This is an optimization exercise on Yosys and OpenROAD, whose aim is small area, not a production implementation. Only the layout flow was run in this run; the RTL was not checked for function there. Power is estimated from default activity; no workload was simulated.

--- flow/config.mk ---
export PLATFORM = sky130hd
export DESIGN_NAME = sgp41_pl
export DESIGN_NICKNAME = sgp41_pl
export VERILOG_FILES = /design/flow/design.v
export SDC_FILE = /design/flow/constraint.sdc
export NUM_CORES = 4
export LEC_CHECK = 0
export CAP_MARGIN = 20
export CORE_MARGIN = 2
export CORE_UTILIZATION = 40
export SLEW_MARGIN = 20
--- flow/run.sh ---
#!/bin/bash
# synth_recipe.tcl (not shown) runs the flow's synth.tcl, then flattens the netlist and writes it again
# the make line also repeats each setting of config.mk as NAME=value (left out here)
make -C /OpenROAD-flow-scripts/flow DESIGN_CONFIG=/design/flow/config.mk WORK_HOME=/design/flow/orfs CLKGATE_MAP_FILE= SYNTH_SCRIPT=/design/flow/synth_recipe.tcl finish
--- flow/constraint.sdc ---
create_clock -name core_clock -period 10.0 [get_ports {clk}]
set_input_delay 2.0000 -clock core_clock [delete_from_list [all_inputs] [get_ports {clk}]]
set_output_delay 2.0000 -clock core_clock [all_outputs]
set_load 0.01 [all_outputs]
--- flow/design.v ---
module sgp41_crc8 (
    input  wire [15:0] data,
    output reg  [7:0]  crc
);
    integer i;
    always @* begin
        crc = 8'hFF;
        for (i = 15; i >= 0; i = i - 1) begin
            if (crc[7] ^ data[i])
                crc = {crc[6:0], 1'b0} ^ 8'h31;
            else
                crc = {crc[6:0], 1'b0};
        end
    end
endmodule
module sgp41_pl (
    input  wire        clk,
    input  wire        rst,
    input  wire        req_valid,
    input  wire [2:0]  req_op,
    input  wire [7:0]  req_addr,
    input  wire [15:0] req_p0,
    input  wire [15:0] req_p1,
    output wire        busy,
    output reg         done,
    output reg  [2:0]  res_status,
    output reg  [2:0]  res_op,
    output reg  [1:0]  res_nwords,
    output reg  [15:0] res_w0,
    output reg  [15:0] res_w1,
    output reg  [15:0] res_w2,
    output reg         res_bound,
    output wire        st_pass,
    output wire        st_voc_fail,
    output wire        st_nox_fail,
    input  wire [15:0] crc_in,
    output wire [7:0]  crc_out,
    output reg         t_valid,
    output reg  [2:0]  t_kind,
    output wire [7:0]  t_addr,
    output wire [7:0]  t_hnd,
    output reg  [3:0]  t_len,
    output wire [63:0] t_wdata,
    input  wire        t_done,
    input  wire        t_ok,
    input  wire [7:0]  t_rhnd,
    input  wire [71:0] t_rdata,
    output wire        z_valid,
    output reg  [8:0]  z_ms,
    input  wire        z_done
);
    localparam [2:0] OP_BEGIN      = 3'd0;
    localparam [2:0] OP_END        = 3'd1;
    localparam [2:0] OP_GET_SERIAL = 3'd2;
    localparam [2:0] OP_CONDITION  = 3'd3;
    localparam [2:0] OP_MEASURE    = 3'd4;
    localparam [2:0] OP_SELF_TEST  = 3'd5;
    localparam [2:0] OP_HEATER_OFF = 3'd6;
    localparam [2:0] OP_SOFT_RESET = 3'd7;
    localparam [2:0] ST_OK        = 3'd0;
    localparam [2:0] ST_E_OPEN    = 3'd1;
    localparam [2:0] ST_E_WRITE   = 3'd2;
    localparam [2:0] ST_E_READ    = 3'd3;
    localparam [2:0] ST_E_CRC     = 3'd4;
    localparam [2:0] ST_E_IDENT   = 3'd5;
    localparam [2:0] ST_E_NOTRDY  = 3'd6;
    localparam [2:0] TK_OPEN    = 3'd1;
    localparam [2:0] TK_RELEASE = 3'd2;
    localparam [2:0] TK_WRITE   = 3'd3;
    localparam [2:0] TK_WRITE_G = 3'd4;
    localparam [2:0] TK_READ    = 3'd5;
    localparam [2:0] PH_IDLE     = 3'd0;
    localparam [2:0] PH_REL_OLD  = 3'd1;
    localparam [2:0] PH_OPEN     = 3'd2;
    localparam [2:0] PH_WRITE    = 3'd3;
    localparam [2:0] PH_DELAY    = 3'd4;
    localparam [2:0] PH_READ     = 3'd5;
    localparam [2:0] PH_CHECK    = 3'd6;
    localparam [2:0] PH_REL_FAIL = 3'd7;
    reg [2:0]  phase;
    reg [7:0]  addr;
    reg [7:0]  hnd;
    reg [63:0] txbuf;
    reg [3:0]  txlen;
    reg [71:0] rxbuf;
    function [15:0] cmd_word(input [2:0] op);
        case (op)
            OP_BEGIN, OP_GET_SERIAL: cmd_word = 16'h3682;
            OP_CONDITION:            cmd_word = 16'h2612;
            OP_MEASURE:              cmd_word = 16'h2619;
            OP_SELF_TEST:            cmd_word = 16'h280E;
            OP_HEATER_OFF:           cmd_word = 16'h3615;
            OP_SOFT_RESET:           cmd_word = 16'h0006;
            default:                 cmd_word = 16'h0000;
        endcase
    endfunction
    function [1:0] resp_words(input [2:0] op);
        case (op)
            OP_BEGIN, OP_GET_SERIAL: resp_words = 2'd3;
            OP_CONDITION:            resp_words = 2'd1;
            OP_MEASURE:              resp_words = 2'd2;
            OP_SELF_TEST:            resp_words = 2'd1;
            default:                 resp_words = 2'd0;
        endcase
    endfunction
    function [8:0] delay_ms(input [2:0] op);
        case (op)
            OP_BEGIN, OP_GET_SERIAL: delay_ms = 9'd1;
            OP_CONDITION:            delay_ms = 9'd50;
            OP_MEASURE:              delay_ms = 9'd50;
            OP_SELF_TEST:            delay_ms = 9'd320;
            OP_HEATER_OFF:           delay_ms = 9'd1;
            OP_SOFT_RESET:           delay_ms = 9'd20;
            default:                 delay_ms = 9'd0;
        endcase
    endfunction
    wire [7:0] crc_req_p0, crc_req_p1;
    wire [7:0] crc_rx0, crc_rx1, crc_rx2;
    sgp41_crc8 u_crc_port (.data(crc_in),             .crc(crc_out));
    sgp41_crc8 u_crc_tx0  (.data(req_p0),             .crc(crc_req_p0));
    sgp41_crc8 u_crc_tx1  (.data(req_p1),             .crc(crc_req_p1));
    sgp41_crc8 u_crc_rx0  (.data(rxbuf[71:56]),       .crc(crc_rx0));
    sgp41_crc8 u_crc_rx1  (.data(rxbuf[47:32]),       .crc(crc_rx1));
    sgp41_crc8 u_crc_rx2  (.data(rxbuf[23:8]),        .crc(crc_rx2));
    wire [15:0] rx_w0 = rxbuf[71:56];
    wire [15:0] rx_w1 = rxbuf[47:32];
    wire [15:0] rx_w2 = rxbuf[23:8];
    wire rx_ok0 = (rxbuf[55:48] == crc_rx0);
    wire rx_ok1 = (rxbuf[31:24] == crc_rx1);
    wire rx_ok2 = (rxbuf[7:0]   == crc_rx2);
    wire [1:0] n_resp = resp_words(res_op);
    wire parse_ok = rx_ok0 &&
                    (n_resp < 2'd2 || rx_ok1) &&
                    (n_resp < 2'd3 || rx_ok2);
    wire ident_bad = (rx_w0 == rx_w1) && (rx_w1 == rx_w2) &&
                     (rx_w0 == 16'h0000 || rx_w0 == 16'hFFFF);
    assign busy    = (phase != PH_IDLE);
    assign z_valid = (phase == PH_DELAY);
    assign t_addr  = addr;
    assign t_hnd   = hnd;
    assign t_wdata = txbuf;
    always @* begin
        t_valid = 1'b0;
        t_kind  = 3'd0;
        t_len   = 4'd0;
        case (phase)
            PH_REL_OLD, PH_REL_FAIL: begin
                t_valid = 1'b1;
                t_kind  = TK_RELEASE;
            end
            PH_OPEN: begin
                t_valid = 1'b1;
                t_kind  = TK_OPEN;
            end
            PH_WRITE: begin
                t_valid = 1'b1;
                t_kind  = (res_op == OP_SOFT_RESET) ? TK_WRITE_G : TK_WRITE;
                t_len   = txlen;
            end
            PH_READ: begin
                t_valid = 1'b1;
                t_kind  = TK_READ;
                t_len   = {n_resp, 1'b0} + {2'b00, n_resp};
            end
            default: ;
        endcase
        z_ms = delay_ms(res_op);
    end
    assign st_pass     = (res_w0 == 16'hD400);
    assign st_voc_fail = res_w0[0];
    assign st_nox_fail = res_w0[1];
    wire fail_to_release = (res_op == OP_BEGIN) && res_bound;
    always @(posedge clk) begin
        if (rst) begin
            phase      <= PH_IDLE;
            done       <= 1'b0;
            res_status <= ST_OK;
            res_op     <= OP_END;
            res_nwords <= 2'd0;
            res_w0     <= 16'h0000;
            res_w1     <= 16'h0000;
            res_w2     <= 16'h0000;
            res_bound  <= 1'b0;
        end else begin
            done <= 1'b0;
            case (phase)
                PH_IDLE: begin
                    if (req_valid) begin
                        res_op     <= req_op;
                        res_status <= ST_OK;
                        res_nwords <= 2'd0;
                        res_w0     <= 16'h0000;
                        res_w1     <= 16'h0000;
                        res_w2     <= 16'h0000;
                        case (req_op)
                            OP_BEGIN: begin
                                addr  <= req_addr;
                                phase <= res_bound ? PH_REL_OLD : PH_OPEN;
                            end
                            OP_END: begin
                                if (res_bound)
                                    phase <= PH_REL_OLD;
                                else
                                    done  <= 1'b1;
                            end
                            default: begin
                                if (!res_bound) begin
                                    res_status <= ST_E_NOTRDY;
                                    done       <= 1'b1;
                                end else begin
                                    if (req_op == OP_CONDITION || req_op == OP_MEASURE) begin
                                        txbuf <= {cmd_word(req_op),
                                                  req_p0, crc_req_p0,
                                                  req_p1, crc_req_p1};
                                        txlen <= 4'd8;
                                    end else begin
                                        txbuf[63:48] <= cmd_word(req_op);
                                        txlen        <= 4'd2;
                                    end
                                    phase <= PH_WRITE;
                                end
                            end
                        endcase
                    end
                end
                PH_REL_OLD: begin
                    if (t_done) begin
                        res_bound <= 1'b0;
                        if (res_op == OP_BEGIN) begin
                            phase <= PH_OPEN;
                        end else begin
                            phase <= PH_IDLE;
                            done  <= 1'b1;
                        end
                    end
                end
                PH_OPEN: begin
                    if (t_done) begin
                        if (t_ok) begin
                            hnd          <= t_rhnd;
                            res_bound    <= 1'b1;
                            txbuf[63:48] <= cmd_word(OP_GET_SERIAL);
                            txlen        <= 4'd2;
                            phase        <= PH_WRITE;
                        end else begin
                            res_status <= ST_E_OPEN;
                            phase      <= PH_IDLE;
                            done       <= 1'b1;
                        end
                    end
                end
                PH_WRITE: begin
                    if (t_done) begin
                        if (t_ok || res_op == OP_SOFT_RESET) begin
                            phase <= PH_DELAY;
                        end else begin
                            res_status <= ST_E_WRITE;
                            if (fail_to_release) begin
                                phase <= PH_REL_FAIL;
                            end else begin
                                phase <= PH_IDLE;
                                done  <= 1'b1;
                            end
                        end
                    end
                end
                PH_DELAY: begin
                    if (z_done) begin
                        if (n_resp == 2'd0) begin
                            phase <= PH_IDLE;
                            done  <= 1'b1;
                        end else begin
                            phase <= PH_READ;
                        end
                    end
                end
                PH_READ: begin
                    if (t_done) begin
                        if (t_ok) begin
                            rxbuf <= t_rdata;
                            phase <= PH_CHECK;
                        end else begin
                            res_status <= ST_E_READ;
                            if (fail_to_release) begin
                                phase <= PH_REL_FAIL;
                            end else begin
                                phase <= PH_IDLE;
                                done  <= 1'b1;
                            end
                        end
                    end
                end
                PH_CHECK: begin
                    if (!parse_ok || (res_op == OP_BEGIN && ident_bad)) begin
                        res_status <= parse_ok ? ST_E_IDENT : ST_E_CRC;
                        if (fail_to_release) begin
                            phase <= PH_REL_FAIL;
                        end else begin
                            phase <= PH_IDLE;
                            done  <= 1'b1;
                        end
                    end else begin
                        res_w0     <= rx_w0;
                        res_w1     <= (n_resp >= 2'd2) ? rx_w1 : 16'h0000;
                        res_w2     <= (n_resp >= 2'd3) ? rx_w2 : 16'h0000;
                        res_nwords <= n_resp;
                        phase      <= PH_IDLE;
                        done       <= 1'b1;
                    end
                end
                PH_REL_FAIL: begin
                    if (t_done) begin
                        res_bound <= 1'b0;
                        phase     <= PH_IDLE;
                        done      <= 1'b1;
                    end
                end
                default: phase <= PH_IDLE;
            endcase
        end
    end
endmodule
==> impl_results.md <==
- WP data required: 8.00 ns
- CP delay by family, top: XOR/XNOR gates
- Syn_area_per_cell: 12.00 sq um
- Post-synth EDFFs: 148
- Most frequent cells after synthesis: edfxtp_1, xnor2_1, nand2_1
- Largest net degree at the start of global routing: 73
- CTS tree: yes
- Number of max-slew violations in the final report: 0
- DIE WIDTH: 166.8 um
- Fraction of registers with async set/reset: 0%
- R2R cell count: 10
- Die area: 27810 sq um
- Max-Cap Viols: 0
- Total power: 2.524 mW
- Final setup viols: 0
- Cell Area, Synth: 10600 sq um
- GPL Wtd Cong: 0.8490
- Clock skew after layout: 0.02039 ns
- IO Port Bufs: 305
- Logic pwr share: 25.0%
- Area of the multi-input gates: 4662 sq um
- Most frequent cell after synthesis: edfxtp_1
- Fmax: 148.7 MHz
- Clk root buf: clkbuf_16
- Number of distinct library cells after synthesis: 62
- Global-route wire length before repair: 44.37 mm
- Worst setup margin: 3.274 ns
- Ratio of final minimum period to clock period: 67.26%
- Sequential share of the synthesized area: 53.46%
- TritonCTS Buffers: 24
- CTS hold repair buffers: 0
- Reg power frac: 39.7%
- Area contributors post-synth: edfxtp_1, dfxtp_1, xnor2_1
- Share of the synthesized area in the top cell type: 41.94%
- H-tree depth: 1
- Final Hold Viols: 0
- Finished Cell Area: 14710 sq um
- Area leader, netlist: edfxtp_1
- Initial Util: 40.67%
- Chip height: 166.8 um
- Critical-path cell list: clkdlybuf4s50_1 > xor2_1 > xnor2_1 > xnor2_1 > xnor2_1 > xnor2_1 > xnor2_1 > xor2_1 > clkdlybuf4s50_1
- Skew-Pair Late Insertion Delay: 0.52 ns
- Cells after Synth: 883
- Unrepaired setup endpoints after global routing: false
- Initial DRC Count: 337
- Crit-path max FO: 3
- Setup_tns: 0 ns
- Ratio of cells with drive above 1 in the final layout: 4.971%
- Vias: 7682
- Overall Global Routing Usage: 20.20%
- Nets: 1318
- Setup Crit Path Kind: in2out
- Status: timing/DRC/antenna clean
- Setup slack after placement: 3.284 ns
- Sw Ratio: 27.16%
- Antenna Nets Post-Route: 0
- Slew HR: 31.08%
- Min Tclk post-route: 6.726 ns
- Arrival time at the worst endpoint: 4.73 ns
- Static leakage: 5.266 nW
- CP Launch Type: input port
- CTS Buffer Depth: 3
- WP buf/inv: 2
- Clk sinks: 209
- Num ports: 313
- Vias in the first global route: 7730
- Final wirelength: 28.85 mm
- Post-synth top flop: edfxtp_1
- FF+latch count, synth: 209
- Per-cell routed wire length: 18.94 um
- Clock power share: 35.3%
- Register area: 5665 sq um
- Total global routing overflow: 0
- Cell Rows: 59
- Fill cells: 2258
- Post-cts sizing count: 0
- Max IR drop VDD: 0.1713 mV
- HPWL after DPL: 21.20 mm
- YS warnings: 2
- Psw: 0.6855 mW
- Clock slew at reported path FFs: 0.06 ns
- # DRC: 0
- Stages on worst setup path: 9
- Core footprint: 26060 sq um
- Max stage delay cell, worst path: clkdlybuf4s50_1
- Internal Power: 1.839 mW
- Hold path depth: 2
- Initial antenna violation count: 1
- Number of setup buffers added after CTS: 0
- Pwr dens: 171.6 nW/um^2
- CP max stage delay: 0.57 ns
- Syn-to-layout area delta: 38.80%
- Worst slew pin tran: 1.034 ns
- DP Area: 13870 sq um
- First-pass DRT Iterations: 5
- Tightest Hold Check Type: reg2reg
- Endpoint class of the critical path: primary output
- Cell mode on critical path: xnor2_1
- Drt via density: 5.044
-- sequential cells by signal, summed over array words and instances, names as in the netlist, 2 cells and up --
| name | count |
|---|---|
| addr | 8 |
| hnd | 8 |
| txbuf | 58 |
| res_w2 | 16 |
| res_nwords | 2 |
| res_w0 | 16 |
| res_w1 | 16 |
| res_op | 3 |
| rxbuf | 72 |
| txlen | 2 |
| phase | 3 |
| res_status | 3 |
-- through the flow --
step,utilization [%],hold WS [ns],std cells
final,56.45,0.4714,1523
after global routing,56.45,0.5023,1523
after CTS,56.35,0.4792,1522
after detailed placement,53.24,0.4687,1478
after global placement,53.22,0.4635,1478
after floorplan,-,0.4958,889
-- power groups by stage --
stage | clock (mW) | combinational, mW | sequential, mW
after floorplan | 0 | 0.387 | 1.01
after global placement | 0 | 0.628 | 1.02
after detailed placement | 0 | 0.632 | 1.02
after CTS | 0.917 | 0.634 | 1.00
after global routing | 0.946 | 0.688 | 1.01
final | 0.891 | 0.631 | 1.00
-- final timing paths --
check                                       startpoint                 endpoint  slack, ns
worst min register to register  res_w2[3]$_SDFFE_PP0P_   res_w2[3]$_SDFFE_PP0P_       0.47
worst max register to register     rxbuf[44]$_DFFE_PP_  res_w2[11]$_SDFFE_PP0P_       5.45
worst min-delay path            res_w2[3]$_SDFFE_PP0P_   res_w2[3]$_SDFFE_PP0P_       0.47
worst max-delay path                        crc_in[14]               crc_out[5]       3.27
-- worst min-delay path: stages (launching register included) --
cell and delay (ns):
dfxtp_1 0.31, nand2b_1 0.06, mux2i_1 0.06
-- cell families after synthesis --
group / Yosys count / synth area share [%]
buffers and inverters: 72 / 3.294
and+or+nand+nor: 271 / 13.57
muxes: 40 / 3.790
other: 1 / 0.03539
xor gates and xnor gates: 196 / 19.53
AOI/OAI and AO/OA: 90 / 5.856
DFF: 209 / 53.46
adders and majority gates: 4 / 0.4723
-- final cells by class --
class                           count  area share (%)
Inverter                           15          0.3828
Clock buffer                       35           4.866
Timing Repair Buffer              311           21.03
Multi-Input combinational cell    608           31.69
Antenna cell                        1         0.01701
Sequential cell                   209           38.52
Tap cell                          335           2.850
Clock inverter                      9          0.6465
-- cell usage in the layout, fill, tap and decap left out, types with 4 or more instances in the layout --
master | Yosys | final
xnor2_1 | 126 | 126
nor4_1 | 8 | 7
mux2i_1 | 39 | 39
or3_1 | 5 | 5
xnor3_1 | 18 | 18
o22ai_1 | 9 | 9
clkinv_2 | 0 | 4
clkdlybuf4s50_1 | 0 | 304
nor2_1 | 45 | 44
nand2_1 | 63 | 63
nand2b_1 | 40 | 40
conb_1 | 1 | 7
edfxtp_1 | 148 | 148
dfxtp_1 | 61 | 61
and4_1 | 18 | 18
o21ai_0 | 16 | 16
nor3_2 | 0 | 4
a31oi_1 | 19 | 19
and3_1 | 22 | 22
clkbuf_16 | 0 | 27
nand3_1 | 10 | 10
and2_1 | 9 | 8
buf_4 | 12 | 6
xor3_1 | 7 | 7
xor2_1 | 45 | 45
ha_1 | 4 | 4
nor3_1 | 32 | 27
clkbuf_1 | 38 | 7
a21oi_1 | 16 | 16
nand4_1 | 5 | 5
inv_1 | 14 | 14
-- routing by layer --
metal  GRT usage [%]  vias to the layer above  wire length [um]
met5               0                        -                 0
met4           4.873                        0               510
met3           4.159                       36              1903
met2           33.40                      279             13860
met1           27.36                     3652             12580
li1                -                     3715                 -

static timing again, ports no longer ideal:
The results above use ideal ports. As a check the final layout listed here was re-extracted and re-timed, cells and wires unchanged.
Step 1, drivers: a clkbuf_16 drives clk and a buf_2 each remaining input, both assumed.
Step 2 adds t to the input delays and takes it off the output delays; t is the mean of the earliest and latest rising clock arrival at the registers after step 1. Input paths then give back, and output paths get back, about the clock's delay inside the block.
Three values: ideal, step 1, step 2; two values: the first two.
t, ns: 0.558
setup WS [ns]: 3.274 / 3.248 / 3.248
worst setup path after step 2: input to output
After both steps this run still meets setup and hold. For this run, drivers alone change the setup slack by -0.026 ns; drivers and shift together by -0.026 ns.
